Background: an optimization exercise with open tools, aiming at small area, a short achievable clock period and few clock cycles. Do not read the settings as production practice.
Function was checked by simulation only, so behaviour that the tests miss may differ from the original.

==> run.sh <==
#!/bin/bash
# synth_recipe.tcl (not shown) runs the flow's synth.tcl, then flattens the netlist and writes it again
# the make line also repeats each setting of config.mk as NAME=value (left out here)
make -C /OpenROAD-flow-scripts/flow DESIGN_CONFIG=/design/flow/config.mk WORK_HOME=/design/flow/orfs CLKGATE_MAP_FILE= SYNTH_SCRIPT=/design/flow/synth_recipe.tcl finish
==> config.mk <==
export PLATFORM = sky130hd
export DESIGN_NAME = modarith
export DESIGN_NICKNAME = modarith
export VERILOG_FILES = /design/flow/design.v
export SDC_FILE = /design/flow/constraint.sdc
export NUM_CORES = 4
export LEC_CHECK = 0
export CAP_MARGIN = 20
export CORE_MARGIN = 2
export CORE_UTILIZATION = 40
export PLACE_DENSITY = 0.6
export SETUP_SLACK_MARGIN = 2.5
export SLEW_MARGIN = 20
==> constraint.sdc <==
create_clock -name core_clock -period 8.0 [get_ports {clk}]
set_input_delay 1.6000 -clock core_clock [delete_from_list [all_inputs] [get_ports {clk}]]
set_output_delay 1.6000 -clock core_clock [all_outputs]
set_load 0.01 [all_outputs]
==> design.v <==
module modarith (
    input  wire        clk,
    input  wire        rst,
    input  wire        start,
    input  wire [1:0]  op,
    input  wire [31:0] a,
    input  wire [31:0] b,
    input  wire [31:0] m,
    output wire        ready,
    output reg         done,
    output wire [31:0] result,
    output reg         fault,
    output reg  [3:0]  cause
);
    localparam OP_MULMOD = 2'd0;
    localparam OP_POWMOD = 2'd1;
    localparam OP_MODINV = 2'd2;
    localparam OP_NORM   = 2'd3;
    localparam K  = 3;           
    localparam ND = 11;          
    localparam YW = K * ND;      
    localparam [3:0] S_IDLE  = 4'd0;
    localparam [3:0] S_CHECK = 4'd1;
    localparam [3:0] S_DIV   = 4'd2;    
    localparam [3:0] S_ENORM = 4'd3;    
    localparam [3:0] S_PSET  = 4'd4;    
    localparam [3:0] S_MUL   = 4'd5;    
    localparam [3:0] S_PCPA  = 4'd6;    
    localparam [3:0] S_NEXT  = 4'd7;    
    localparam [3:0] S_FIX   = 4'd8;    
    localparam [3:0] S_FOLD  = 4'd9;    
    localparam [3:0] S_EA    = 4'd10;   
    localparam [3:0] S_EB    = 4'd11;   
    localparam [3:0] S_ET    = 4'd12;   
    localparam [3:0] S_ESW   = 4'd13;   
    localparam [3:0] S_EFIN  = 4'd14;   
    reg [3:0]  state;
    reg        rdy;
    reg [1:0]  op_q;
    reg        md;          
    reg        fin;         
    reg        mulnext;     
    reg        neg;         
    reg        pos;         
    reg [3:0]  ret;         
    reg [6:0]  cnt;
    reg [4:0]  ecnt;        
    reg [31:0] mr;          
    reg [31:0] e;           
    reg [32:0] ar;          
    reg [32:0] x;           
    reg [YW-1:0] y;         
    reg [32:0] ss;          
    reg [32:0] sc;          
    reg        cy;          
    assign ready  = rdy;
    assign result = ss[31:0];
    wire mont = ~md;
    localparam WV = 36;
    wire [K-1:0] yd = y[K-1:0];
    wire [K-1:0] q_t = ss[K-1:0] + sc[K-1:0] + {{(K-1){1'b0}}, cy} + (yd[0] ? (x[K-1:0] << 0) : {K{1'b0}}) + (yd[1] ? (x[K-1:0] << 1) : {K{1'b0}}) + (yd[2] ? (x[K-1:0] << 2) : {K{1'b0}});
    wire [K-1:0] m_lo = mr[K-1:0];
    wire [K-1:0] inv1 = m_lo;                       
    wire [K-1:0] inv2 = inv1 * (2'd2 - m_lo * inv1);  
    wire [K-1:0] minv = -inv2;
    wire [K-1:0] q_d = mont ? q_t * minv : {K{1'b0}};
    wire [WV-1:0] pp0 = yd[0] ? ({{(WV-33){1'b0}}, x} << 0) : {WV{1'b0}};
    wire [WV-1:0] pp1 = yd[1] ? ({{(WV-33){1'b0}}, x} << 1) : {WV{1'b0}};
    wire [WV-1:0] pp2 = yd[2] ? ({{(WV-33){1'b0}}, x} << 2) : {WV{1'b0}};
    wire [WV-1:0] qm0 = q_d[0] ? ({{(WV-32){1'b0}}, mr} << 0) : {WV{1'b0}};
    wire [WV-1:0] qm1 = q_d[1] ? ({{(WV-32){1'b0}}, mr} << 1) : {WV{1'b0}};
    wire [WV-1:0] qm2 = q_d[2] ? ({{(WV-32){1'b0}}, mr} << 2) : {WV{1'b0}};
    wire [WV-1:0] cs0_s = {{(WV-33){1'b0}}, ss} ^ {{(WV-33){1'b0}}, sc} ^ pp0;
    wire [WV-1:0] cs0_c = (({{(WV-33){1'b0}}, ss} & {{(WV-33){1'b0}}, sc}) | ({{(WV-33){1'b0}}, ss} & pp0) | ({{(WV-33){1'b0}}, sc} & pp0)) << 1;
    wire [WV-1:0] cs1_s = pp1 ^ pp2 ^ cs0_s;
    wire [WV-1:0] cs1_c = ((pp1 & pp2) | (pp1 & cs0_s) | (pp2 & cs0_s)) << 1;
    wire [WV-1:0] cs2_s = cs0_c ^ cs1_s ^ cs1_c;
    wire [WV-1:0] cs2_c = ((cs0_c & cs1_s) | (cs0_c & cs1_c) | (cs1_s & cs1_c)) << 1;
    wire [WV-1:0] cs3_s = qm0 ^ qm1 ^ qm2;
    wire [WV-1:0] cs3_c = ((qm0 & qm1) | (qm0 & qm2) | (qm1 & qm2)) << 1;
    wire [WV-1:0] cs4_s = cs2_s ^ cs2_c ^ cs3_s;
    wire [WV-1:0] cs4_c = ((cs2_s & cs2_c) | (cs2_s & cs3_s) | (cs2_c & cs3_s)) << 1;
    wire [WV-1:0] cs5_s = cs3_c ^ cs4_s ^ cs4_c;
    wire [WV-1:0] cs5_c = ((cs3_c & cs4_s) | (cs3_c & cs4_c) | (cs4_s & cs4_c)) << 1;
    wire [WV-1:0] t_s = cs5_s;
    wire [WV-1:0] t_c = cs5_c;
    wire [K:0]    t_lo = t_s[K-1:0] + t_c[K-1:0] + {{K{1'b0}}, cy};
    wire          mul_cy = mont ? (|{t_s[K-1:0], t_c[K-1:0], cy}) : t_lo[K];
    wire [K-1:0]  pbits = q_t;    
    wire [32:0]   mul_ss = t_s[K+32:K];
    wire [32:0]   mul_sc = t_c[K+32:K];
    localparam [2:0] A_SS = 3'd0, A_SSB = 3'd1, A_AR = 3'd2, A_NSS = 3'd3, A_NAR = 3'd4;
    localparam [2:0] B_SC = 3'd0, B_NM = 3'd1, B_M = 3'd2, B_NX = 3'd3, B_Y = 3'd4, B_E = 3'd5, B_0 = 3'd6;
    wire        nb = x[31] ^ neg;             
    reg f_div, f_fix, f_fold, f_ecmp, f_et, f_efin;
    wire f_def = ~(f_div | f_fix | f_fold | f_ecmp | f_et | f_efin);
    wire [34:0] opa = ({35{f_div}}          & {2'b00, ss[31:0], nb})
                    | ({35{f_def | f_fix | f_ecmp}} & {2'b00, ss})
                    | ({35{f_fold}}         & ~{2'b00, ss})
                    | ({35{f_et | (f_efin & pos)}}  & {2'b00, ar})
                    | ({35{f_efin & ~pos}}  & ~{2'b00, ar});
    wire [34:0] opb = ({35{f_div | f_fix}}  & ~{3'b000, mr})
                    | ({35{f_fold}}         & {3'b000, mr})
                    | ({35{f_def}}          & {2'b00, sc})
                    | ({35{f_ecmp}}         & ~{2'b00, x})
                    | ({35{f_et}}           & {2'b00, y[32:0]})
                    | ({35{f_efin & ~pos}}  & {3'b000, e});
    wire        cin = (f_def & cy) | f_div | f_fix | f_ecmp | (f_efin & ~pos);
    wire [34:0] sum = opa + opb + {34'd0, cin};
    wire        ge  = ~sum[34];
    wire e_shift = ~e[31] & ((state == S_ENORM) | (ret == S_PSET));
    wire        x_zero = (x == 33'd0);
    wire        ss_one = (ss == 33'd1);
    always @(posedge clk) begin
        if (rst) begin
            go(S_IDLE);
            rdy   <= 1'b1;
            done  <= 1'b0;
        end else begin
            done <= 1'b0;
            case (state)
                S_IDLE: begin
                    op_q <= op;
                    x    <= {1'b0, a};
                    y    <= {{(YW-32){1'b0}}, b};
                    e    <= b;
                    mr   <= m;
                    if (start) begin
                        rdy   <= 1'b0;
                        go(S_CHECK);
                    end
                end
                S_CHECK: begin
                    sc   <= 33'd0;
                    cy   <= 1'b0;
                    fin  <= 1'b0;
                    mulnext <= 1'b0;
                    neg  <= 1'b0;
                    md   <= (op_q == OP_MULMOD) | ~mr[0];
                    ecnt <= 5'd31;
                    case (op_q)
                        OP_MULMOD: begin
                            if (mr == 32'd0)   finish_fault(4'd3);
                            else if (mr[31])   finish_fault(4'd4);
                            else begin
                                ss    <= 33'd0;
                                cnt   <= ND - 1;
                                go(S_MUL);
                            end
                        end
                        OP_POWMOD: begin
                            if (mr == 32'd0)   finish_fault(4'd3);
                            else if (mr[31])   finish_fault(4'd4);
                            else if (e == 32'd0) begin
                                ss <= (mr == 32'd1) ? 33'd0 : 33'd1;
                                finish_ok;
                            end else if (mr[0]) begin
                                y     <= {YW{1'b0}};
                                ret   <= S_PSET;
                                go(S_DIV);
                                if (mr[30:27] != 4'd0) begin
                                    ss  <= {6'd0, x[31:5]};
                                    x   <= {x[5:0], 27'd0};
                                    cnt <= 5 + YW - 1;
                                end else begin
                                    ss  <= 33'd0;
                                    cnt <= 32 + YW - 1;
                                end
                            end else begin
                                ss    <= x;
                                go(S_ENORM);
                            end
                        end
                        OP_MODINV: begin
                            if (e == 32'd0)    finish_fault(4'd3);
                            else if (e[31])    finish_fault(4'd4);
                            else if (e == 32'd1) begin
                                ss <= 33'd0;
                                finish_ok;
                            end else begin
                                ss    <= {1'b0, e};
                                ar    <= 33'd0;
                                y     <= {{(YW-1){1'b0}}, 1'b1};
                                cnt   <= 7'd0;
                                pos   <= 1'b0;
                                go(S_EA);
                            end
                        end
                        default: begin
                            if (mr == 32'd0)   finish_fault(4'd3);
                            else begin
                                neg   <= x[31];
                                ss    <= 33'd0;
                                cnt   <= 7'd31;
                                ret   <= S_FOLD;
                                go(S_DIV);
                            end
                        end
                    endcase
                end
                S_DIV: begin
                    ss  <= ge ? sum[32:0] : {ss[31:0], nb};
                    x   <= {x[31:0], y[YW-1]};
                    y   <= {y[YW-2:0], 1'b0};
                    cnt <= cnt - 7'd1;
                    if (e_shift) begin
                        e    <= {e[30:0], 1'b0};
                        ecnt <= ecnt - 5'd1;
                    end
                    if (cnt == 7'd0) begin
                        if (ret == S_FOLD) begin
                            if (!neg) finish_ok;
                            else go(S_FOLD);
                        end else if (ret == S_IDLE) begin
                            finish_ok;
                        end else begin
                            go(ret);
                        end
                    end
                end
                S_ENORM: begin
                    if (e_shift) begin
                        e    <= {e[30:0], 1'b0};
                        ecnt <= ecnt - 5'd1;
                    end else begin
                        go(S_PSET);
                    end
                end
                S_PSET, S_NEXT: begin
                    if (state == S_PSET)
                        ar <= sum[32:0];
                    ss <= 33'd0;
                    sc <= 33'd0;
                    cy <= 1'b0;
                    cnt <= ND - 1;
                    if (fin) begin
                        ss    <= sum[32:0];
                        go(S_FIX);
                    end else if (mulnext) begin
                        x       <= ar;
                        y       <= {{(YW-33){1'b0}}, sum[32:0]};
                        mulnext <= 1'b0;
                        go(S_MUL);
                    end else if (ecnt == 5'd0) begin
                        x     <= sum[32:0];
                        y     <= {{(YW-1){1'b0}}, 1'b1};
                        fin   <= 1'b1;
                        go(S_MUL);
                    end else begin
                        x       <= sum[32:0];
                        y       <= {{(YW-33){1'b0}}, sum[32:0]};
                        mulnext <= e[30];
                        e       <= {e[30:0], 1'b0};
                        ecnt    <= ecnt - 5'd1;
                        go(S_MUL);
                    end
                end
                S_MUL: begin
                    ss  <= mul_ss;
                    sc  <= mul_sc;
                    cy  <= mul_cy;
                    y   <= {pbits, y[YW-1:K]};
                    cnt <= cnt - 7'd1;
                    if (cnt == 7'd0)
                        go(md ? S_PCPA : S_NEXT);
                end
                S_PCPA: begin
                    x   <= sum[32:0];
                    ss  <= 33'd0;
                    sc  <= 33'd0;
                    cy  <= 1'b0;
                    cnt <= 32 + YW - 1;
                    ret <= (op_q == OP_MULMOD) ? S_IDLE : S_NEXT;
                    go(S_DIV);
                end
                S_FIX: begin
                    if (ge) ss <= sum[32:0];
                    finish_ok;
                end
                S_FOLD: begin
                    ss <= sum[32:0];
                    finish_ok;
                end
                S_EA: begin
                    if (x_zero) begin
                        go(S_EFIN);
                    end else if (ge) begin
                        x   <= {x[31:0], y[YW-1]};    
                        y   <= {y[YW-2:0], 1'b0};
                        cnt <= cnt + 7'd1;
                    end else if (cnt == 7'd0) begin
                        go(S_ESW);
                    end else begin
                        x   <= {1'b0, x[32:1]};
                        y   <= {1'b0, y[YW-1:1]};
                        cnt <= cnt - 7'd1;
                        go(S_EB);
                    end
                end
                S_EB: begin
                    if (ge) begin
                        ss    <= sum[32:0];
                        go(S_ET);
                    end else if (cnt == 7'd0) begin
                        go(S_ESW);
                    end else begin
                        x   <= {1'b0, x[32:1]};
                        y   <= {1'b0, y[YW-1:1]};
                        cnt <= cnt - 7'd1;
                    end
                end
                S_ET: begin
                    ar <= sum[32:0];
                    if (cnt == 7'd0) begin
                        go(S_ESW);
                    end else begin
                        x   <= {1'b0, x[32:1]};
                        y   <= {1'b0, y[YW-1:1]};
                        cnt <= cnt - 7'd1;
                        go(S_EB);
                    end
                end
                S_ESW: begin
                    ss  <= x;  x <= ss;
                    ar  <= y[32:0];  y <= {{(YW-33){1'b0}}, ar};
                    pos <= ~pos;
                    go(S_EA);
                end
                S_EFIN: begin
                    if (ss_one) begin
                        ss <= sum[32:0];
                        finish_ok;
                    end else begin
                        finish_fault(4'd5);
                    end
                end
                default: go(S_IDLE);
            endcase
        end
    end
    task go;
        input [3:0] ns;
        begin
            state  <= ns;
            f_div  <= (ns == S_DIV);
            f_fix  <= (ns == S_FIX);
            f_fold <= (ns == S_FOLD);
            f_ecmp <= (ns == S_EA) | (ns == S_EB);
            f_et   <= (ns == S_ET);
            f_efin <= (ns == S_EFIN);
        end
    endtask
    task finish_ok;
        begin
            fault <= 1'b0;
            cause <= 4'd0;
            done  <= 1'b1;
            rdy   <= 1'b1;
            go(S_IDLE);
        end
    endtask
    task finish_fault;
        input [3:0] c;
        begin
            fault <= 1'b1;
            cause <= c;
            done  <= 1'b1;
            rdy   <= 1'b1;
            go(S_IDLE);
        end
    endtask
endmodule
==> results.json, run 1 <==
{
  "status": "finished clean",
  "area_growth_pct": 13.50,
  "synth-seq-area-share_pct": 29.48,
  "maxCapViolations": 0,
  "detailedPlacementHpwl_um": 89440,
  "via_count_of_the_first_global_routing_pass": 25729,
  "routed_wire_length_per_instance_um": 31.66,
  "detailroute.via_count": 26964,
  "cts_tree": "yes",
  "synth_cells": 3114,
  "cp-start-kind": "flip-flop",
  "area_enclosed_by_the_die_boundary_mm2": 0.06959,
  "longest_clk_path_bufs": 3,
  "worst-r2r-setup-slack_ns": 2.16,
  "gpl.final_weighted_congestion": 1.020,
  "antenna_found_initial": 7,
  "placementRows": 95,
  "post_cts_hold_buffer_count": 0,
  "fin_worst_skew_ns": 0.02581,
  "slew-limit-headroom_pct": 20.48,
  "asyncSetResetFlopFracSynth_pct": 0,
  "timing_max_transition_violations_final": 0,
  "critPathCaptureType": "flip-flop",
  "timing.final.hold_violations": 0,
  "synthFlopType": "edfxtp_1",
  "report.final.setup_viol": 0,
  "unrepaired_setup_endpoints_after_global_routing": "true",
  "crit_type": "reg -> reg",
  "synth_edf_count": 257,
  "post-route-drc-count": 0,
  "numPortBuffers": 138,
  "synthesized_cell_area_mm2": 0.02700,
  "synth.yosys.warnings": 1,
  "period_share_pct": 72.96,
  "overall_die_width_um": 263.8,
  "layout_min_cycle_time_ns": 5.836,
  "synth.distinct_cells": 92,
  "cts-buffers-inserted": 37,
  "globalRouteTotalUtil_pct": 35.46,
  "place_worst_setup_slack_ns": 1.940,
  "pin_count": 140,
  "worstMarginPinSlew_ns": 1.184,
  "globalRoute.totalOverflow": 0,
  "worst_r2r_startpoint": "y[0]",
  "worst_skew_pair.late_latency_ns": 0.59,
  "grt_pass1_wl_um": 182100,
  "worstSetupEndpoint": "ss[2]",
  "fp.coreArea_mm2": 0.06704,
  "drt_first_pass_iters": 10,
  "hp-class": "reg -> reg",
  "fin_ws_ns": 2.164,
  "share_of_post_route_cells_with_drive_strength_above_1_pct": 8.259,
  "critical_path_arrival_ns": 6.13,
  "grt_max_degree": 108,
  "crit-reg2reg-capture": "ss[2]",
  "die_height_um": 263.8,
  "critical_path.startpoint": "y[0]",
  "post_drt_via_cell_ratio": 6.743,
  "timing.critical_path.required_ns": 8.29,
  "detail-route-antenna-nets": 0,
  "cts-root-buf": "clkbuf_16",
  "timing.setup.tns_ns": 0,
  "drt_first_iter_violations": 4676,
  "design.final.nets": 3448,
  "clk_pin_slew_worst_paths_ns": 0.06,
  "finalWirelength_um": 126600,
  "path_max_fanout": 7,
  "postSynthNetCount": 3463,
  "r2r_cells": 22,
  "syn_area_per_cell_um2": 8.670,
  "cts_htree_levels": 2,
  "clock-sinks": 269,
  "achievable-frequency_ghz": 0.1713,
  "ys_ff_latch": 269,
  "start_util_pct": 40.27
}
[final cells by class]
type / instances / area [µm²]
inverter: 203 / 762.0
tap: 873 / 1092
fill: 6514 / 36400
sequential: 269 / 7959
antenna: 2 / 5.005
clock inverter: 21 / 236.5
multi-input combinational: 2358 / 17390
timing repair buffer: 230 / 2248
clock buffer: 43 / 948.4
[stage by stage]
| stage | std cells | hold slack [ns] | utilization [%] | instance area (µm²) |
|---|---|---|---|---|
| 2_1_floorplan | 3114 | 0.5219 | - | 27030 |
| 3_3_place_gp | 3918 | 0.4723 | 43.20 | 28960 |
| 3_5_place_dp | 3918 | 0.4694 | 43.20 | 28960 |
| 4_1_cts | 3994 | 0.4919 | 45.44 | 30460 |
| 5_1_grt | 3997 | 0.5146 | 45.70 | 30640 |
| 6_report | 3999 | 0.4893 | 45.71 | 30640 |
[cells in the mapped netlist, drive strengths merged, types with 63 or more instances]
master,instances,area [µm²]
nand2,467,1753
edfxtp,257,7717
a21oi,251,1275
nor2,247,929.7
inv,202,758.2
fa,195,3904
clkbuf,187,701.9
o21ai,179,899.6
and2,126,788.3
buf,98,578.1
mux2i,75,750.7
a222oi,63,630.6
[worst min path at each step]
| stage | from | end | slack (ns) | cells after the start |
|---|---|---|---|---|
| floorplan | f_fix | f_fix | 0.52 | 2 |
| global route | rdy | rdy | 0.51 | 1 |
| detailed placement | rdy | rdy | 0.47 | 1 |
| global placement | rdy | rdy | 0.47 | 1 |
| finish | rdy | rdy | 0.49 | 1 |
| CTS | rdy | rdy | 0.49 | 1 |
[routing by layer]
layer,vias up,wire length [µm],track usage (%)
met2,2247,49580,47.60
met3,321,20030,12.58
met4,8,5439,13.41
li1,11204,-,-
met5,-,65,0
met1,13184,51500,51.61
[worst max-delay path: stages (launching register included)]
cell	delay [ns]
edfxtp_1	0.44
buf_12	0.16
and2_4	0.15
fa_1	0.52
fa_1	0.47
ha_4	0.19
xnor2_2	0.13
xnor2_1	0.14
xnor2_1	0.21
nand2_1	0.12
xnor2_2	0.23
nor2_4	0.11
buf_12	0.16
buf_16	0.14
and2_4	0.16
fa_1	0.48
inv_1	0.06
fa_2	0.55
inv_1	0.05
fa_1	0.46
a221o_1	0.33
a221oi_2	0.17
o21ai_1	0.09
[sequential cells by signal, summed over array words and instances (netlist names), 2 cells and up]
register,flops
x,33
cause,3
sc,33
y,33
ret,4
e,32
op_q,2
ar,33
cnt,7
state,4
mr,32
ecnt,5
ss,33
[cell usage in the layout (no fill, tap or decap), types with 20 or more instances in the layout]
cell type,netlist,final
fa_1,195,192
a211oi_1,42,41
o2111ai_1,40,39
mux2i_1,75,75
o211ai_1,48,48
xnor2_1,26,22
ha_1,53,52
nand2_1,467,461
nor2b_1,46,44
inv_1,201,189
buf_4,39,77
o221ai_1,28,28
o21ai_0,168,156
clkdlybuf4s50_1,0,138
a21oi_1,246,241
a221oi_1,33,25
nand3_1,49,49
a22o_1,23,23
nor2_1,246,238
and2_1,126,113
clkbuf_16,0,37
nor3_1,31,27
nand4_1,20,20
a222oi_1,63,63
a221o_1,33,33
nor4_1,32,31
o21ai_1,10,20
edfxtp_1,257,257
[cell families after synthesis]
| kind of cell | share of synthesized area (%) |
|---|---|
| fa+ha+maj | 16.92 |
| buf+inv | 7.564 |
| xor+xnor | 1.460 |
| simple gates | 18.65 |
| compound gates | 23.02 |
| flops | 29.48 |
| other cells | 0.01389 |
| mux | 2.906 |
[what timing repair did]
item                                    4_1_cts  5_1_grt
pin swaps                                    67       44
endpoints found under the setup margin       54      181
cloned                                        3        1
gates resized for setup                      55       38
setup buffers                                 9        2
Testbench counts, summed over its fixed seeds: cycles 91,980.
==> run 2, diff against run 1 <==
--- a/design.v
+++ b/design.v
@@ -34,6 +34,7 @@
     localparam [3:0] S_ET    = 4'd12;   
     localparam [3:0] S_ESW   = 4'd13;   
     localparam [3:0] S_EFIN  = 4'd14;   
+    localparam [3:0] S_SKIP  = 4'd15;   
     reg [3:0]  state;
     reg        rdy;
     reg [1:0]  op_q;
@@ -53,12 +54,13 @@
     reg [32:0] ss;          
     reg [32:0] sc;          
     reg        cy;          
+    reg [K-1:0] pxr;        
     assign ready  = rdy;
     assign result = ss[31:0];
     wire mont = ~md;
     localparam WV = 36;
     wire [K-1:0] yd = y[K-1:0];
-    wire [K-1:0] q_t = ss[K-1:0] + sc[K-1:0] + {{(K-1){1'b0}}, cy} + (yd[0] ? (x[K-1:0] << 0) : {K{1'b0}}) + (yd[1] ? (x[K-1:0] << 1) : {K{1'b0}}) + (yd[2] ? (x[K-1:0] << 2) : {K{1'b0}});
+    wire [K-1:0] q_t = ss[K-1:0] + sc[K-1:0] + {{(K-1){1'b0}}, cy} + pxr;
     wire [K-1:0] m_lo = mr[K-1:0];
     wire [K-1:0] inv1 = m_lo;                       
     wire [K-1:0] inv2 = inv1 * (2'd2 - m_lo * inv1);  
@@ -108,6 +110,11 @@
     wire        cin = (f_def & cy) | f_div | f_fix | f_ecmp | (f_efin & ~pos);
     wire [34:0] sum = opa + opb + {34'd0, cin};
     wire        ge  = ~sum[34];
+    function [K-1:0] pxf;
+        input [K-1:0] yv;
+        input [K-1:0] xv;
+        pxf = yv * xv;
+    endfunction
     wire e_shift = ~e[31] & ((state == S_ENORM) | (ret == S_PSET));
     wire        x_zero = (x == 33'd0);
     wire        ss_one = (ss == 33'd1);
@@ -145,6 +152,7 @@
                             else begin
                                 ss    <= 33'd0;
                                 cnt   <= ND - 1;
+                                pxr   <= pxf(y[K-1:0], x[K-1:0]);
                                 go(S_MUL);
                             end
                         end
@@ -157,15 +165,9 @@
                             end else if (mr[0]) begin
                                 y     <= {YW{1'b0}};
                                 ret   <= S_PSET;
-                                go(S_DIV);
-                                if (mr[30:27] != 4'd0) begin
-                                    ss  <= {6'd0, x[31:5]};
-                                    x   <= {x[5:0], 27'd0};
-                                    cnt <= 5 + YW - 1;
-                                end else begin
-                                    ss  <= 33'd0;
-                                    cnt <= 32 + YW - 1;
-                                end
+                                ss    <= 33'd0;
+                                cnt   <= 32 + YW - 1;
+                                go((mr[30:27] != 4'd0) ? S_SKIP : S_DIV);
                             end else begin
                                 ss    <= x;
                                 go(S_ENORM);
@@ -239,16 +241,19 @@
                     end else if (mulnext) begin
                         x       <= ar;
                         y       <= {{(YW-33){1'b0}}, sum[32:0]};
+                        pxr     <= pxf(sum[K-1:0], ar[K-1:0]);
                         mulnext <= 1'b0;
                         go(S_MUL);
                     end else if (ecnt == 5'd0) begin
                         x     <= sum[32:0];
                         y     <= {{(YW-1){1'b0}}, 1'b1};
+                        pxr   <= sum[K-1:0];
                         fin   <= 1'b1;
                         go(S_MUL);
                     end else begin
                         x       <= sum[32:0];
                         y       <= {{(YW-33){1'b0}}, sum[32:0]};
+                        pxr     <= pxf(sum[K-1:0], sum[K-1:0]);
                         mulnext <= e[30];
                         e       <= {e[30:0], 1'b0};
                         ecnt    <= ecnt - 5'd1;
@@ -256,10 +261,7 @@
                     end
                 end
                 S_MUL: begin
-                    ss  <= mul_ss;
-                    sc  <= mul_sc;
-                    cy  <= mul_cy;
-                    y   <= {pbits, y[YW-1:K]};
+                    pxr <= pxf(y[2*K-1:K], x[K-1:0]);
                     cnt <= cnt - 7'd1;
                     if (cnt == 7'd0)
                         go(md ? S_PCPA : S_NEXT);
@@ -271,6 +273,13 @@
                     cy  <= 1'b0;
                     cnt <= 32 + YW - 1;
                     ret <= (op_q == OP_MULMOD) ? S_IDLE : S_NEXT;
+                    go((mr[30:27] != 4'd0) ? S_SKIP : S_DIV);
+                end
+                S_SKIP: begin
+                    ss  <= {6'd0, x[31:5]};
+                    x   <= {x[5:0], y[YW-1:YW-27]};
+                    y   <= {y[YW-28:0], 27'd0};
+                    cnt <= 5 + YW - 1;
                     go(S_DIV);
                 end
                 S_FIX: begin
@@ -336,6 +345,12 @@
                 end
                 default: go(S_IDLE);
             endcase
+            if (state == S_MUL) begin
+                ss <= mul_ss;
+                sc <= mul_sc;
+                cy <= mul_cy;
+                y  <= {pbits, y[YW-1:K]};
+            end
         end
     end
     task go;
==> results.json, run 2 <==
{
  "crit_type": "reg -> reg",
  "pin_count": 140,
  "longest_clk_path_bufs": 3,
  "synthesized_cell_area_mm2": 0.02801,
  "post_drt_via_cell_ratio": 6.773,
  "detail-route-antenna-nets": 0,
  "worstMarginPinSlew_ns": 1.070,
  "period_share_pct": 69.24,
  "postSynthNetCount": 3622,
  "maxCapViolations": 0,
  "globalRoute.totalOverflow": 0,
  "fin_worst_skew_ns": 0.02286,
  "area_enclosed_by_the_die_boundary_mm2": 0.07215,
  "placed_area_mm2": 0.03012,
  "main_combinational_cell_family_by_area_after_synthesis": "compound AO/OA/AOI/OAI gates",
  "synth_edf_count": 260,
  "unrepaired_setup_endpoints_after_global_routing": "true",
  "critical_path_arrival_ns": 5.84,
  "timing_max_transition_violations_final": 0,
  "final_cell_mix": "521 x nand2_1, 260 x edfxtp_1, 254 x a21oi_1",
  "routed_wire_length_per_instance_um": 31.66,
  "hp-class": "reg -> reg",
  "critPathCaptureType": "flip-flop",
  "achievable-frequency_ghz": 0.1805,
  "diodes": 0,
  "library_cell_with_the_highest_instance_count_after_synthesis": "nand2_1",
  "cts-root-buf": "clkbuf_16",
  "status": "finished clean",
  "numPortBuffers": 138,
  "path_max_fanout": 5,
  "synth_area_leader_cell": "edfxtp_1",
  "antenna_found_initial": 2,
  "layout_min_cycle_time_ns": 5.539,
  "regArea_mm2": 0.008050,
  "layout_commonest_cell": "nand2_1",
  "n_fill_cell": 6851,
  "placementRows": 97,
  "report.final.setup_viol": 0,
  "globalRouteTotalUtil_pct": 36.42,
  "gpl.final_weighted_congestion": 0.9951,
  "drt_first_iter_violations": 5262,
  "synth.top_cells.by_area": "edfxtp_1 28%, fa_1 14%, nand2_1 7.0%",
  "timing.setup.tns_ns": 0,
  "post_layout_util_pct": 45.35,
  "slew-limit-headroom_pct": 28.43,
  "cts-buffers-inserted": 38,
  "via_count_of_the_first_global_routing_pass": 27195,
  "cts_tree": "yes",
  "synth_compound_gate_area_share_pct": 23.89,
  "synth-seq-area-share_pct": 28.73,
  "design.final.nets": 3559,
  "synth_cells": 3269,
  "synth.top_cell.area_share_pct": 27.88,
  "drt_first_pass_iters": 8,
  "fp.coreArea_mm2": 0.06966,
  "share_of_post_route_cells_with_drive_strength_above_1_pct": 8.328,
  "grt_pass1_wl_um": 191400,
  "finish.instance_area_mm2": 0.03159,
  "detailroute.via_count": 28245,
  "worst_skew_pair.late_latency_ns": 0.59,
  "timing.final.hold_violations": 0,
  "grt_max_degree": 102,
  "clk_pin_slew_worst_paths_ns": 0.06,
  "multi_input_area_mm2": 0.01809,
  "asyncSetResetFlopFracSynth_pct": 0,
  "cp-start-kind": "flip-flop",
  "die_height_um": 268.6,
  "overall_die_width_um": 268.6,
  "synth_simple_gate_area_share_pct": 16.95,
  "syn_area_per_cell_um2": 8.568,
  "synth-xor-area-share_pct": 1.528,
  "detailedPlacementHpwl_um": 88740,
  "area_growth_pct": 12.79,
  "synth_adder_area_share_pct": 16.51,
  "finalWirelength_um": 132000,
  "synth.yosys.warnings": 1,
  "timing.critical_path.required_ns": 8.30,
  "synth.distinct_cells": 86,
  "synth_mux_area_share_pct": 4.284,
  "synth_top_cells_by_count": "524 x nand2_1, 260 x edfxtp_1, 259 x clkbuf_1",
  "fin_ws_ns": 2.461,
  "place_worst_setup_slack_ns": 2.029,
  "start_util_pct": 40.20,
  "synthFlopType": "edfxtp_1",
  "post-route-drc-count": 0,
  "cts_htree_levels": 2,
  "ys_ff_latch": 272,
  "clock-sinks": 272
}
[run 2: cell count changes after synthesis, sizes merged, moves of 16 or more]
| cell | previous run | this run |
|---|---|---|
| and3 | 6 | 41 |
| mux2 | 3 | 39 |
| inv | 202 | 229 |
| nor2 | 247 | 200 |
| nand2 | 467 | 524 |
| and2 | 126 | 53 |
| buf | 98 | 78 |
| o211ai | 48 | 64 |
| or3 | 4 | 25 |
| clkbuf | 187 | 259 |
| nor2b | 47 | 23 |
| a221oi | 36 | 60 |
| nor3 | 32 | 56 |
[run 2: stage by stage]
step | hold WS [ns] | cells
CTS | 0.5054 | 4163
floorplan | 0.5028 | 3269
finish | 0.5002 | 4170
global placement | 0.4797 | 4089
global route | 0.5296 | 4170
detailed placement | 0.4818 | 4090
[run 2: path summary, 6_finish.rpt]
path          start      to  slack, ns  cells after the start
max          pxr[0]  ss[29]       2.46                     22
min             rdy     rdy       0.50                      1
max reg2reg  pxr[0]  ss[29]       2.46                     22
min reg2reg     rdy     rdy       0.50                      1
[run 2: what timing repair did]
| action | 4_1_cts | 5_1_grt |
|---|---|---|
| endpoints found under the setup margin | 93 | 161 |
| gates resized for setup | 17 | 24 |
| gates cloned | 2 | 0 |
| buffers inserted | 7 | 7 |
| hold buffers | 0 | 0 |
| pin swaps | 12 | 24 |
[run 2: layout make-up]
| type | instances | share of cell area, % |
|---|---|---|
| tap | 940 | 3.723 |
| clock buffer | 49 | 3.272 |
| clock inverter | 15 | 0.2852 |
| inverter | 230 | 2.733 |
| sequential | 272 | 25.48 |
| timing repair buffer | 233 | 7.232 |
| multi-input combinational | 2431 | 57.27 |
[run 2: cells by family (layout without fill, tap and decap cells)]
family | after synthesis | count (layout)
buffers and inverters | 567 | 527
DFF | 272 | 272
other | 1 | 1
xor gates and xnor gates | 48 | 48
muxes | 115 | 115
adders and majority gates | 252 | 252
and+or+nand+nor | 1057 | 1058
AOI/OAI and AO/OA | 957 | 957
[run 2: worst max-delay path, stage by stage, from the launching register on]
cell	delay [ns]
edfxtp_1	0.42
fa_1	0.52
ha_2	0.21
fa_2	0.37
xor2_2	0.17
xnor2_2	0.26
and2_4	0.20
o21ai_2	0.05
o31a_1	0.10
a32oi_1	0.19
xor2_1	0.19
nor2_2	0.09
buf_12	0.18
and2_4	0.16
ha_4	0.26
inv_2	0.03
fa_1	0.51
inv_2	0.04
fa_1	0.49
or3_4	0.40
nor2b_4	0.13
a32oi_1	0.18
o31ai_1	0.09
[run 2: layer usage]
| layer | track usage (%) | vias to the layer above | routed length (µm) |
|---|---|---|---|
| met4 | 20.32 | 6 | 8827 |
| li1 | - | 11732 | - |
| met3 | 12.25 | 513 | 20100 |
| met5 | 0.8784 | - | 113 |
| met1 | 49.06 | 13667 | 50240 |
| met2 | 50.92 | 2327 | 52750 |
Testbench counts of run 2, summed over its fixed seeds: cycles 90,301.
==> run 3, diff against run 2 <==
--- a/design.v
+++ b/design.v
@@ -94,8 +94,7 @@
     localparam [2:0] A_SS = 3'd0, A_SSB = 3'd1, A_AR = 3'd2, A_NSS = 3'd3, A_NAR = 3'd4;
     localparam [2:0] B_SC = 3'd0, B_NM = 3'd1, B_M = 3'd2, B_NX = 3'd3, B_Y = 3'd4, B_E = 3'd5, B_0 = 3'd6;
     wire        nb = x[31] ^ neg;             
-    reg f_div, f_fix, f_fold, f_ecmp, f_et, f_efin;
-    wire f_def = ~(f_div | f_fix | f_fold | f_ecmp | f_et | f_efin);
+    reg f_div, f_fix, f_fold, f_ecmp, f_et, f_efin, f_def;
     wire [34:0] opa = ({35{f_div}}          & {2'b00, ss[31:0], nb})
                     | ({35{f_def | f_fix | f_ecmp}} & {2'b00, ss})
                     | ({35{f_fold}}         & ~{2'b00, ss})
@@ -363,6 +362,8 @@
             f_ecmp <= (ns == S_EA) | (ns == S_EB);
             f_et   <= (ns == S_ET);
             f_efin <= (ns == S_EFIN);
+            f_def  <= ~((ns == S_DIV) | (ns == S_FIX) | (ns == S_FOLD) | (ns == S_EA) |
+                        (ns == S_EB) | (ns == S_ET) | (ns == S_EFIN));
         end
     endtask
     task finish_ok;
==> results.json, run 3 <==
{
  "status": "finished clean",
  "longest_clk_path_bufs": 3,
  "layout_min_cycle_time_ns": 5.459,
  "slew-limit-headroom_pct": 19.96,
  "critical_path_arrival_ns": 5.75,
  "timing.critical_path.required_ns": 8.29,
  "clk_pin_slew_worst_paths_ns": 0.06,
  "timing_max_transition_violations_final": 0,
  "holdWs_ns": 0.4805,
  "synth_top_cells_by_count": "445 x nand2_1, 269 x clkbuf_1, 260 x edfxtp_1",
  "synth.distinct_cells": 91,
  "detailroute.via_count": 28837,
  "area_growth_pct": 12.76,
  "post-route-drc-count": 0,
  "routed_wire_length_per_instance_um": 31.95,
  "detail-route-antenna-nets": 0,
  "placed_area_mm2": 0.03045,
  "synth.top_cell.area_share_pct": 27.59,
  "regArea_mm2": 0.008070,
  "ys_ff_latch": 273,
  "timing.final.hold_violations": 0,
  "n_fill_cell": 6916,
  "finish.instance_area_mm2": 0.03191,
  "grt_pass1_wl_um": 194400,
  "cts_htree_levels": 2,
  "synth.yosys.warnings": 1,
  "timing.setup.tns_ns": 0,
  "fp.coreArea_mm2": 0.07003,
  "cts-root-buf": "clkbuf_16",
  "buffers_and_inverters_on_the_worst_path": 1,
  "fin_worst_skew_ns": 0.04650,
  "globalRouteTotalUtil_pct": 35.99,
  "worst_skew_pair.late_latency_ns": 0.60,
  "die_height_um": 270.0,
  "post_cts_hold_buffer_count": 0,
  "cts-buffers-inserted": 40,
  "postSynthNetCount": 3681,
  "path_max_fanout": 5,
  "place_inst": 4160,
  "clock-sinks": 273,
  "antenna_found_initial": 4,
  "max_stage_delay_ns": 0.55,
  "synth_edf_count": 260,
  "critPathSlowestCell": "fa_1",
  "gpl.final_weighted_congestion": 1.015,
  "crit_path_frequent_cell": "fa_1",
  "area_enclosed_by_the_die_boundary_mm2": 0.07289,
  "cts_tree": "yes",
  "cp_cell_sequence": "fa_1 -> ha_2 -> fa_2 -> xor2_2 -> xnor2_2 -> and2_4 -> o21ai_1 -> o31a_1 -> a32oi_1 -> xor2_1 -> nor2_4 -> nand2_2 -> fa_1 -> inv_1 -> fa_1 -> fa_1 -> or4_4 -> nor3_2 -> nor3_1",
  "synth-seq-area-share_pct": 28.51,
  "place_worst_setup_slack_ns": 2.179,
  "via_count_of_the_first_global_routing_pass": 27165,
  "start_util_pct": 40.41,
  "critPathCaptureType": "flip-flop",
  "hp-class": "reg -> reg",
  "drt_first_pass_iters": 9,
  "worst-r2r-setup-slack_ns": 2.54,
  "maxCapViolations": 0,
  "synthesized_cell_area_mm2": 0.02830,
  "layoutNonFillerInstCount": 4246,
  "synth_cells": 3328,
  "achievable-frequency_ghz": 0.1832,
  "multi_input_area_mm2": 0.01839,
  "share_of_post_route_cells_with_drive_strength_above_1_pct": 8.142,
  "report.final.setup_viol": 0,
  "globalRoute.totalOverflow": 0,
  "asyncSetResetFlopFracSynth_pct": 0,
  "fin_ws_ns": 2.541,
  "synthFlopType": "edfxtp_1",
  "syn_area_per_cell_um2": 8.504,
  "worstMarginPinSlew_ns": 1.201,
  "synth_area_leader_cell": "edfxtp_1",
  "post_layout_util_pct": 45.57,
  "library_cell_with_the_highest_instance_count_after_synthesis": "nand2_1",
  "drt_first_iter_violations": 4965,
  "period_share_pct": 68.24,
  "overall_die_width_um": 270.0,
  "crit_family": "adder cells",
  "layout_commonest_cell": "nand2_1",
  "cp-start-kind": "flip-flop",
  "design.final.nets": 3627,
  "detailedPlacementHpwl_um": 95350,
  "grt_max_degree": 100,
  "post_drt_via_cell_ratio": 6.792,
  "numPortBuffers": 138,
  "pin_count": 140,
  "crit_type": "reg -> reg",
  "finalWirelength_um": 135700,
  "unrepaired_setup_endpoints_after_global_routing": "true",
  "placementRows": 97,
  "synth.top_cells.by_area": "edfxtp_1 28%, fa_1 14%, nand2_1 5.9%",
  "final_cell_mix": "442 x nand2_1, 260 x edfxtp_1, 255 x a21oi_1"
}
run 3: final cells by class:
class,instances,share of cell area (%)
flip-flops and latches,273,25.29
repair buffers,251,7.222
diodes,2,0.01568
inverters,193,2.270
multi-input cells,2515,57.62
well taps,940,3.685
clock inverters,17,0.5214
clock buffers,55,3.376
run 3: kinds of logic (layout without fill, tap and decap cells):
kind of cell | count (synthesis) | after routing | share of synthesized area [%]
and+or+nand+nor | 1072 | 1072 | 17.50
DFF | 273 | 273 | 28.51
other | 1 | 3 | 0.01325
AOI/OAI and AO/OA | 1037 | 1038 | 24.51
muxes | 101 | 101 | 3.709
adders and majority gates | 253 | 253 | 16.38
buffers and inverters | 541 | 516 | 7.741
xor gates and xnor gates | 50 | 50 | 1.640
run 3: layer usage:
metal | global-route usage, % | share of wire (%)
met5 | 0 | 0.054
met4 | 13.87 | 5.0
met3 | 14.44 | 16
met2 | 49.38 | 39
met1 | 50.21 | 39
run 3: path summary, 6_finish.rpt:
path	start	to	cells after the start
worst max-delay path	ss[0]	cy	19
worst min-delay path	rdy	rdy	2
worst max register to register	ss[0]	cy	19
worst min register to register	rdy	rdy	2
run 3: worst min-delay path, cell delays in order (launching register included):
cell and delay (ns):
dfxtp_1 0.33, a21oi_1 0.07, nand2_1 0.06
run 3: what timing repair did:
item                       in CTS  in global routing
pin swaps                       0                 13
resized for setup               5                 14
buffers inserted                2                  7
setup endpoints to repair      91                 73
cloned                          0                  3
Testbench counts of run 3, summed over its fixed seeds: cycles 90,301.
==> run 4, diff against run 3 <==
--- a/config.mk
+++ b/config.mk
@@ -9,5 +9,5 @@
 export CORE_MARGIN = 2
 export CORE_UTILIZATION = 40
 export PLACE_DENSITY = 0.6
-export SETUP_SLACK_MARGIN = 2.5
+export SETUP_SLACK_MARGIN = 3.5
 export SLEW_MARGIN = 20
==> results.json, run 4 <==
{
  "timing_max_transition_violations_final": 0,
  "report.final.setup_viol": 0,
  "placed_area_mm2": 0.03044,
  "post_drt_via_cell_ratio": 6.890,
  "pin_count": 140,
  "synth-xor-area-share_pct": 1.640,
  "n_fill_cell": 6824,
  "synth-seq-area-share_pct": 28.51,
  "status": "finished clean",
  "antenna_found_initial": 3,
  "clock-sinks": 273,
  "worst-r2r-setup-slack_ns": 2.63,
  "finish.instance_area_mm2": 0.03319,
  "layout_commonest_cell": "nand2_1",
  "worstMarginPinSlew_ns": 1.181,
  "synth_adder_area_share_pct": 16.38,
  "critPathCaptureType": "flip-flop",
  "synthesized_cell_area_mm2": 0.02830,
  "critPathSlowestCell": "fa_1",
  "cp_cell_sequence": "fa_1 -> ha_2 -> fa_2 -> xor2_2 -> xnor2_2 -> nor2_1 -> o31a_1 -> a32oi_2 -> xor2_2 -> nor2_4 -> nand2_2 -> fa_1 -> inv_1 -> fa_1 -> fa_1 -> or4_1 -> nor3_2 -> nor3_1",
  "globalRouteTotalUtil_pct": 36.04,
  "timing.final.hold_violations": 0,
  "cts-buffers-inserted": 39,
  "share_of_post_route_cells_with_drive_strength_above_1_pct": 12.59,
  "worst_skew_pair.late_latency_ns": 0.59,
  "unrepaired_setup_endpoints_after_global_routing": "true",
  "crit-reg2reg-capture": "cy",
  "area_enclosed_by_the_die_boundary_mm2": 0.07289,
  "cts_htree_levels": 2,
  "cts_tree": "yes",
  "slew-limit-headroom_pct": 20.44,
  "die_height_um": 270.0,
  "hold_path.startpoint": "rdy",
  "postSynthNetCount": 3681,
  "timing.hold.worst_path_depth": 2,
  "fp.coreArea_mm2": 0.07003,
  "holdWs_ns": 0.4746,
  "period_share_pct": 67.07,
  "critical_path_arrival_ns": 5.65,
  "synth_mux_area_share_pct": 3.709,
  "gpl.final_weighted_congestion": 1.051,
  "placementRows": 97,
  "via_count_of_the_first_global_routing_pass": 27534,
  "design.final.nets": 3691,
  "maxCapViolations": 0,
  "post_layout_util_pct": 47.39,
  "clk_pin_slew_worst_paths_ns": 0.06,
  "path_max_fanout": 5,
  "globalRoute.totalOverflow": 0,
  "asyncSetResetFlopFracSynth_pct": 0,
  "post_cts_hold_buffer_count": 0,
  "synthFlopType": "edfxtp_1",
  "area_growth_pct": 17.26,
  "routed_wire_length_per_instance_um": 31.90,
  "ys_ff_latch": 273,
  "cts-root-buf": "clkbuf_16",
  "overall_die_width_um": 270.0,
  "worst_r2r_startpoint": "sc[0]",
  "synth_edf_count": 260,
  "numPortBuffers": 138,
  "timing.setup.tns_ns": 0,
  "synth_simple_gate_area_share_pct": 17.50,
  "final_cell_mix": "431 x nand2_1, 260 x edfxtp_1, 248 x a21oi_1",
  "grt_max_degree": 65,
  "cp-start-kind": "flip-flop",
  "synth.top_cells.by_area": "edfxtp_1 28%, fa_1 14%, nand2_1 5.9%",
  "detail-route-antenna-nets": 0,
  "synth_cells": 3328,
  "min_delay_worst_endpoint": "rdy",
  "timing.critical_path.required_ns": 8.28,
  "post-route-drc-count": 0,
  "longest_clk_path_bufs": 3,
  "achievable-frequency_ghz": 0.1864,
  "crit_path_frequent_cell": "fa_1",
  "fin_worst_skew_ns": 0.03018,
  "start_util_pct": 40.41,
  "library_cell_with_the_highest_instance_count_after_synthesis": "nand2_1",
  "synth.yosys.warnings": 1,
  "grt_pass1_wl_um": 195000,
  "layout_min_cycle_time_ns": 5.366,
  "main_combinational_cell_family_by_area_after_synthesis": "compound AO/OA/AOI/OAI gates",
  "detailroute.via_count": 29688,
  "r2r_cells": 18,
  "finalWirelength_um": 137500,
  "synth_compound_gate_area_share_pct": 24.51,
  "max_stage_delay_ns": 0.51,
  "synth_top_cells_by_count": "445 x nand2_1, 269 x clkbuf_1, 260 x edfxtp_1",
  "synth.top_cell.area_share_pct": 27.59,
  "crit_type": "reg -> reg",
  "detailedPlacementHpwl_um": 92410,
  "hp-class": "reg -> reg",
  "synth.distinct_cells": 91,
  "synth_area_leader_cell": "edfxtp_1",
  "drt_first_iter_violations": 5229,
  "drt_first_pass_iters": 13,
  "syn_area_per_cell_um2": 8.504
}
-- run 4: cell type report --
type | count | area (µm²) | share of cell area, %
multi-input combinational | 2518 | 18850 | 56.81
sequential | 273 | 8079 | 24.34
timing repair buffer | 313 | 3080 | 9.282
tap | 940 | 1176 | 3.544
clock buffer | 45 | 1020 | 3.073
inverter | 193 | 732.0 | 2.206
clock inverter | 26 | 242.7 | 0.7314
antenna | 1 | 2.502 | 0.007540
-- run 4: worst max-delay path by stage --
stage	startpoint	to	cells after the start
finish	sc[0]	cy	18
floorplan	ss[0]	cy	20
global placement	f_ecmp	x[0]	16
detailed placement	ss[0]	cy	19
global route	sc[0]	cy	18
CTS	pxr[0]	cy	18
-- run 4: worst max-delay path, delay by kind of cell, from the launching register on --
family	cells	cell delay [ns]
fa+ha+maj	6	2.44
simple gates	6	0.99
xor+xnor	3	0.63
compound gates	2	0.54
flops	1	0.41
buf+inv	1	0.05
-- run 4: cells by family after synthesis --
family,Yosys count
AO/OA/AOI/OAI,1037
XOR/XNOR,50
adder cells (fa/ha/maj),253
buffers and inverters,541
flip-flops,273
multiplexers,101
other,1
AND/OR/NAND/NOR,1072
-- run 4: per-layer routing --
metal  vias up  global-route usage [%]  share of wire [%]
met1     14260                   49.22                 38
li1      12151                       -                  -
met2      2737                   48.73                 39
met5         -                       0              0.014
met3       538                   15.49                 17
met4         2                   16.49                6.2
-- run 4: metrics by stage --
| stage | cells | setup slack, ns |
|---|---|---|
| 2_1_floorplan | 3328 | 2.699 |
| 3_3_place_gp | 4155 | 1.886 |
| 3_5_place_dp | 4155 | 1.840 |
| 4_1_cts | 4256 | 2.816 |
| 5_1_grt | 4308 | 2.430 |
| 6_report | 4309 | 2.634 |
-- run 4: repair_timing --
| item | CTS | global route |
|---|---|---|
| cloned | 5 | 7 |
| setup endpoints to repair | 273 | 263 |
| buffers inserted | 25 | 45 |
| hold endpoints to repair | 0 | 0 |
| pin swaps | 40 | 42 |
| gates resized for setup | 84 | 80 |
==> run 5, diff against run 4 <==
--- a/config.mk
+++ b/config.mk
@@ -9,5 +9,5 @@
 export CORE_MARGIN = 2
 export CORE_UTILIZATION = 40
 export PLACE_DENSITY = 0.6
-export SETUP_SLACK_MARGIN = 3.5
+export SETUP_SLACK_MARGIN = 3.0
 export SLEW_MARGIN = 20
==> results.json, run 5 <==
{
  "layout_commonest_cell": "nand2_1",
  "share_of_post_route_cells_with_drive_strength_above_1_pct": 11.04,
  "r2r_cells": 20,
  "finalWirelength_um": 136400,
  "timing.setup.tns_ns": 0,
  "die_height_um": 270.0,
  "synth_mux_area_share_pct": 3.709,
  "placed_area_mm2": 0.03044,
  "synth-xor-area-share_pct": 1.640,
  "drt_first_iter_violations": 5064,
  "synth.distinct_cells": 91,
  "critical_path.startpoint": "ss[0]",
  "synth.yosys.warnings": 1,
  "synth_area_leader_cell": "edfxtp_1",
  "timing_max_transition_violations_final": 0,
  "post-route-drc-count": 0,
  "slew-limit-headroom_pct": 20.01,
  "synthFlopType": "edfxtp_1",
  "ys_ff_latch": 273,
  "synth_simple_gate_area_share_pct": 17.50,
  "post_drt_via_cell_ratio": 6.846,
  "pin_count": 140,
  "holdWs_ns": 0.4755,
  "timing.critical_path.required_ns": 8.45,
  "finish.instance_area_mm2": 0.03244,
  "layout_min_cycle_time_ns": 5.273,
  "cts_htree_levels": 2,
  "routed_wire_length_per_instance_um": 32.00,
  "worst_r2r_startpoint": "ss[0]",
  "fp.coreArea_mm2": 0.07003,
  "via_count_of_the_first_global_routing_pass": 27514,
  "synth_cells": 3328,
  "synth_compound_gate_area_share_pct": 24.51,
  "synth-seq-area-share_pct": 28.51,
  "multi_input_area_mm2": 0.01865,
  "worst_skew_pair.late_latency_ns": 0.61,
  "main_combinational_cell_family_by_area_after_synthesis": "compound AO/OA/AOI/OAI gates",
  "synth_adder_area_share_pct": 16.38,
  "design.final.nets": 3640,
  "overall_die_width_um": 270.0,
  "postSynthNetCount": 3681,
  "worst-r2r-setup-slack_ns": 2.73,
  "longest_clk_path_bufs": 3,
  "crit-reg2reg-capture": "ss[0]",
  "report.final.setup_viol": 0,
  "maxCapViolations": 0,
  "status": "finished clean",
  "cts_tree": "yes",
  "library_cell_with_the_highest_instance_count_after_synthesis": "nand2_1",
  "detail-route-antenna-nets": 0,
  "clock-sinks": 273,
  "synth_edf_count": 260,
  "detailroute.via_count": 29172,
  "area_enclosed_by_the_die_boundary_mm2": 0.07289,
  "drt_first_pass_iters": 14,
  "path_max_fanout": 6,
  "area_growth_pct": 14.63,
  "period_share_pct": 65.91,
  "start_util_pct": 40.41,
  "antenna_found_initial": 8,
  "fin_worst_skew_ns": 0.04777,
  "achievable-frequency_ghz": 0.1897,
  "worstMarginPinSlew_ns": 1.191,
  "synth.top_cells.by_area": "edfxtp_1 28%, fa_1 14%, nand2_1 5.9%",
  "timing.final.hold_violations": 0,
  "cts-root-buf": "clkbuf_16",
  "synthesized_cell_area_mm2": 0.02830,
  "synth.top_cell.area_share_pct": 27.59,
  "globalRouteTotalUtil_pct": 36.04,
  "regArea_mm2": 0.008077,
  "detailedPlacementHpwl_um": 94790,
  "placementRows": 97,
  "n_fill_cell": 6802,
  "unrepaired_setup_endpoints_after_global_routing": "true",
  "gpl.final_weighted_congestion": 1.004,
  "synth_top_cells_by_count": "445 x nand2_1, 269 x clkbuf_1, 260 x edfxtp_1",
  "grt_pass1_wl_um": 195500,
  "post_cts_hold_buffer_count": 0,
  "hp-class": "reg -> reg",
  "final_cell_mix": "413 x nand2_1, 260 x edfxtp_1, 255 x a21oi_1",
  "globalRoute.totalOverflow": 0,
  "cp-start-kind": "flip-flop",
  "crit_type": "reg -> reg",
  "numPortBuffers": 138,
  "asyncSetResetFlopFracSynth_pct": 0,
  "syn_area_per_cell_um2": 8.504,
  "grt_max_degree": 91,
  "critPathCaptureType": "flip-flop",
  "worstSetupEndpoint": "ss[0]",
  "cts-buffers-inserted": 38,
  "critical_path_arrival_ns": 5.72,
  "clk_pin_slew_worst_paths_ns": 0.07
}
## run 5: cell counts after synthesis
Identical to the previous run, type by type.
## run 5: routing by layer
metal	GRT usage (%)	vias up	share of wire (%)
met1	49.81	14140	39
li1	-	12032	-
met2	49.65	2497	40
met3	14.46	497	16
met5	0.6579	-	0.051
met4	14.56	6	5.5
## run 5: area by class of cell
cell class	instances	share of cell area, %
flip-flops and latches	273	24.90
clock buffers	48	3.113
well taps	940	3.626
multi-input cells	2514	57.48
diodes	5	0.03857
clock inverters	21	0.7598
repair buffers	267	7.857
inverters	193	2.233
## run 5: repair_timing
item / CTS / global route
buffers inserted: 12 / 10
pin swaps: 27 / 78
setup endpoints to repair: 256 / 202
gates cloned: 0 / 4
gates resized for setup: 26 / 114
## run 5: cell families after synthesis
logic type / after synthesis
AO/OA/AOI/OAI: 1037
XOR/XNOR: 50
adder cells (fa/ha/maj): 253
buffers and inverters: 541
flip-flops: 273
multiplexers: 101
other: 1
AND/OR/NAND/NOR: 1072
## run 5: how the worst min path moves through the flow
stage          from   to  slack, ns  cells past startpoint
6_report        rdy  rdy       0.48                      2
5_1_grt         rdy  rdy       0.50                      2
4_1_cts         rdy  rdy       0.48                      2
3_5_place_dp    rdy  rdy       0.47                      2
3_3_place_gp    rdy  rdy       0.46                      2
2_1_floorplan   rdy  rdy       0.51                      2
## run 5: worst max-delay path, stage by stage (launching register included)
cell and delay (ns):
edfxtp_1 0.44, fa_1 0.47, ha_2 0.19, fa_2 0.35, xor2_2 0.19, xnor2_2 0.17
and2_4 0.19, o31a_1 0.23, a32oi_1 0.17, xor2_1 0.26, nor2_4 0.08, buf_4 0.16
buf_8 0.13, buf_12 0.15, nand2_2 0.07, fa_1 0.45, fa_1 0.57, inv_2 0.06
fa_2 0.53, nor2_2 0.05, a41oi_1 0.19
## run 5: metrics by stage
step	setup slack [ns]	util (%)	cells
after floorplan	2.683	-	3328
after global placement	2.011	43.46	4160
after detailed placement	1.895	43.46	4160
after CTS	2.833	45.54	4241
after global routing	2.630	46.31	4257
final	2.727	46.32	4261
==> run 6, diff against run 5 <==
--- a/config.mk
+++ b/config.mk
@@ -7,7 +7,7 @@
 export LEC_CHECK = 0
 export CAP_MARGIN = 20
 export CORE_MARGIN = 2
-export CORE_UTILIZATION = 40
-export PLACE_DENSITY = 0.6
-export SETUP_SLACK_MARGIN = 3.0
+export CORE_UTILIZATION = 55
+export PLACE_DENSITY = 0.7
+export SETUP_SLACK_MARGIN = 2.5
 export SLEW_MARGIN = 20
==> results.json, run 6 <==
{
  "status": "finished clean",
  "buffers_and_inverters_on_the_worst_path": 2,
  "routed_wire_length_per_instance_um": 34.52,
  "globalRouteTotalUtil_pct": 50.51,
  "path_max_fanout": 7,
  "synth-xor-area-share_pct": 1.640,
  "longest_clk_path_bufs": 3,
  "place_worst_setup_slack_ns": 2.098,
  "synth_cells": 3328,
  "library_cell_with_the_highest_instance_count_after_synthesis": "nand2_1",
  "post_cts_hold_buffer_count": 0,
  "placementRows": 83,
  "multi_input_area_mm2": 0.01840,
  "crit_path_frequent_cell": "fa_1",
  "synth-seq-area-share_pct": 28.51,
  "worst_skew_pair.late_latency_ns": 0.59,
  "detailroute.via_count": 30577,
  "critPathCaptureType": "flip-flop",
  "share_of_post_route_cells_with_drive_strength_above_1_pct": 7.770,
  "drt_first_pass_iters": 11,
  "hold_path.startpoint": "rdy",
  "synth_top_cells_by_count": "445 x nand2_1, 269 x clkbuf_1, 260 x edfxtp_1",
  "numPortBuffers": 138,
  "detail-route-antenna-nets": 0,
  "pin_count": 140,
  "fp.coreArea_mm2": 0.05109,
  "design.final.nets": 3608,
  "placed_area_mm2": 0.02995,
  "synthesized_cell_area_mm2": 0.02830,
  "crit_family": "adder cells",
  "max_stage_delay_ns": 0.57,
  "cts_htree_levels": 2,
  "syn_area_per_cell_um2": 8.504,
  "overall_die_width_um": 230.8,
  "cp_cell_sequence": "fa_1 -> fa_2 -> xor2_2 -> xnor2_2 -> and2_4 -> o21ai_2 -> o31a_1 -> a32oi_2 -> xor2_1 -> nor2_2 -> buf_12 -> nand2_4 -> fa_1 -> inv_2 -> fa_1 -> fa_1 -> or4_4 -> nor3_4 -> nor3_2",
  "finish.instance_area_mm2": 0.03135,
  "synth_compound_gate_area_share_pct": 24.51,
  "fin_ws_ns": 2.430,
  "timing.final.hold_violations": 0,
  "drt_first_iter_violations": 5974,
  "cts-buffers-inserted": 37,
  "synth_mux_area_share_pct": 3.709,
  "start_util_pct": 55.39,
  "crit_cells": 19,
  "final_cell_mix": "442 x nand2_1, 260 x edfxtp_1, 255 x a21oi_1",
  "crit_type": "reg -> reg",
  "timing.hold.worst_path_depth": 2,
  "grt_pass1_wl_um": 197500,
  "die_height_um": 230.8,
  "post_drt_via_cell_ratio": 7.712,
  "critPathSlowestCell": "fa_1",
  "maxCapViolations": 0,
  "synth_adder_area_share_pct": 16.38,
  "gpl.final_weighted_congestion": 1.052,
  "globalRoute.totalOverflow": 0,
  "clk_pin_slew_worst_paths_ns": 0.06,
  "clock-sinks": 273,
  "timing.setup.tns_ns": 0,
  "area_growth_pct": 10.78,
  "regArea_mm2": 0.008071,
  "post-route-drc-count": 0,
  "synth_edf_count": 260,
  "area_enclosed_by_the_die_boundary_mm2": 0.05329,
  "achievable-frequency_ghz": 0.1795,
  "layout_min_cycle_time_ns": 5.570,
  "synth_area_leader_cell": "edfxtp_1",
  "worst_r2r_startpoint": "ss[1]",
  "synthFlopType": "edfxtp_1",
  "n_fill_cell": 4452,
  "finalWirelength_um": 136900,
  "layout_commonest_cell": "nand2_1",
  "cts_tree": "yes",
  "synth.top_cells.by_area": "edfxtp_1 28%, fa_1 14%, nand2_1 5.9%",
  "cp-start-kind": "flip-flop",
  "report.final.setup_viol": 0,
  "critical_path_arrival_ns": 5.89,
  "timing.critical_path.required_ns": 8.32,
  "main_combinational_cell_family_by_area_after_synthesis": "compound AO/OA/AOI/OAI gates",
  "hp-class": "reg -> reg",
  "ys_ff_latch": 273,
  "grt_max_degree": 81,
  "asyncSetResetFlopFracSynth_pct": 0,
  "synth.top_cell.area_share_pct": 27.59,
  "detailedPlacementHpwl_um": 91460,
  "cts-root-buf": "clkbuf_16",
  "postSynthNetCount": 3681,
  "critical_path.startpoint": "ss[1]",
  "via_count_of_the_first_global_routing_pass": 29578,
  "unrepaired_setup_endpoints_after_global_routing": "true",
  "synth.distinct_cells": 91,
  "fin_worst_skew_ns": 0.02003,
  "period_share_pct": 69.62,
  "timing_max_transition_violations_final": 0,
  "r2r_cells": 19,
  "synth_simple_gate_area_share_pct": 17.50,
  "worstMarginPinSlew_ns": 1.211,
  "slew-limit-headroom_pct": 18.99,
  "antenna_found_initial": 9,
  "synth.yosys.warnings": 1
}
run 6: area by class of cell:
type	count	area share, %
diodes	3	0.02395
clock buffers	50	3.308
clock inverters	16	0.2514
inverters	193	2.323
multi-input cells	2514	58.68
flip-flops and latches	273	25.75
well taps	680	2.714
repair buffers	236	6.956
run 6: layer usage:
layer	wire length, µm	vias up	GRT usage [%]	share of wire, %
met5	157	-	0.9191	0.11
met4	11050	16	30.83	8.1
met3	24070	841	20.83	18
met2	55070	3176	70.72	40
met1	46520	14570	64.74	34
li1	-	11974	-	-
run 6: final timing paths:
kind | to | slack [ns]
hold / removal | rdy | 0.49
hold reg to reg | rdy | 0.49
setup reg to reg | cy | 2.43
setup / recovery | cy | 2.43
run 6: what timing repair did:
| item | CTS | global route |
|---|---|---|
| buffers inserted | 3 | 15 |
| setup endpoints to repair | 90 | 201 |
| pin swaps | 2 | 29 |
| resized for setup | 7 | 22 |
run 6: worst reg2reg max path, cell delays in order, from the launching register on:
cell      delay [ns]
edfxtp_1        0.52
fa_1            0.58
fa_2            0.42
xor2_2          0.17
xnor2_2         0.27
and2_4          0.20
o21ai_2         0.05
o31a_1          0.11
a32oi_2         0.17
xor2_1          0.11
nor2_2          0.23
buf_12          0.15
nand2_4         0.04
fa_1            0.49
inv_2           0.04
fa_1            0.55
fa_1            0.46
or4_4           0.52
nor3_4          0.16
nor3_2          0.06
run 6: cell families (layout without fill, tap and decap cells):
family / count (synthesis) / count (layout)
compound gates: 1037 / 1037
xor+xnor: 50 / 50
fa+ha+maj: 253 / 253
buf+inv: 541 / 495
flops: 273 / 273
mux: 101 / 101
other cells: 1 / 4
simple gates: 1072 / 1072
run 6: through the flow:
stage / cells / hold slack, ns / utilization [%]
2_1_floorplan: 3328 / 0.5057 / -
3_3_place_gp: 3877 / 0.4673 / 58.61
3_5_place_dp: 3877 / 0.4746 / 58.61
4_1_cts: 3946 / 0.4877 / 60.90
5_1_grt: 3962 / 0.5068 / 61.35
6_report: 3965 / 0.4854 / 61.36

==> re-timing with driven ports <==
How much do the figures lean on ideal ports? The routed layouts below were timed once more, with nothing changed but the port constraints. Step 1: set_driving_cell puts a clkbuf_16 on clk and a buf_2 on each other input, an assumption about the parent block. Step 2, shift: input delay + t, output delay - t, t = (earliest + latest rising clock arrival at the registers) / 2. This alone moves slack from input paths to output paths. Slacks: ideal / step 1 / step 2; pairs: ideal / step 1.
run	t, ns	setup slack, ns	worst slew at a driven data input, ns
run 1	0.640	2.164 / 2.164 / 2.164	0.05
run 2	0.645	2.461 / 2.461 / 2.461	0.05
run 3	0.643	2.541 / 2.541 / 2.541	0.05
run 4	0.641	2.634 / 2.634 / 2.634	0.04
run 5	0.654	2.727 / 2.727 / 2.727	0.04
run 6	0.653	2.430 / 2.430 / 2.430	0.13
After both steps every run listed still meets setup and hold.
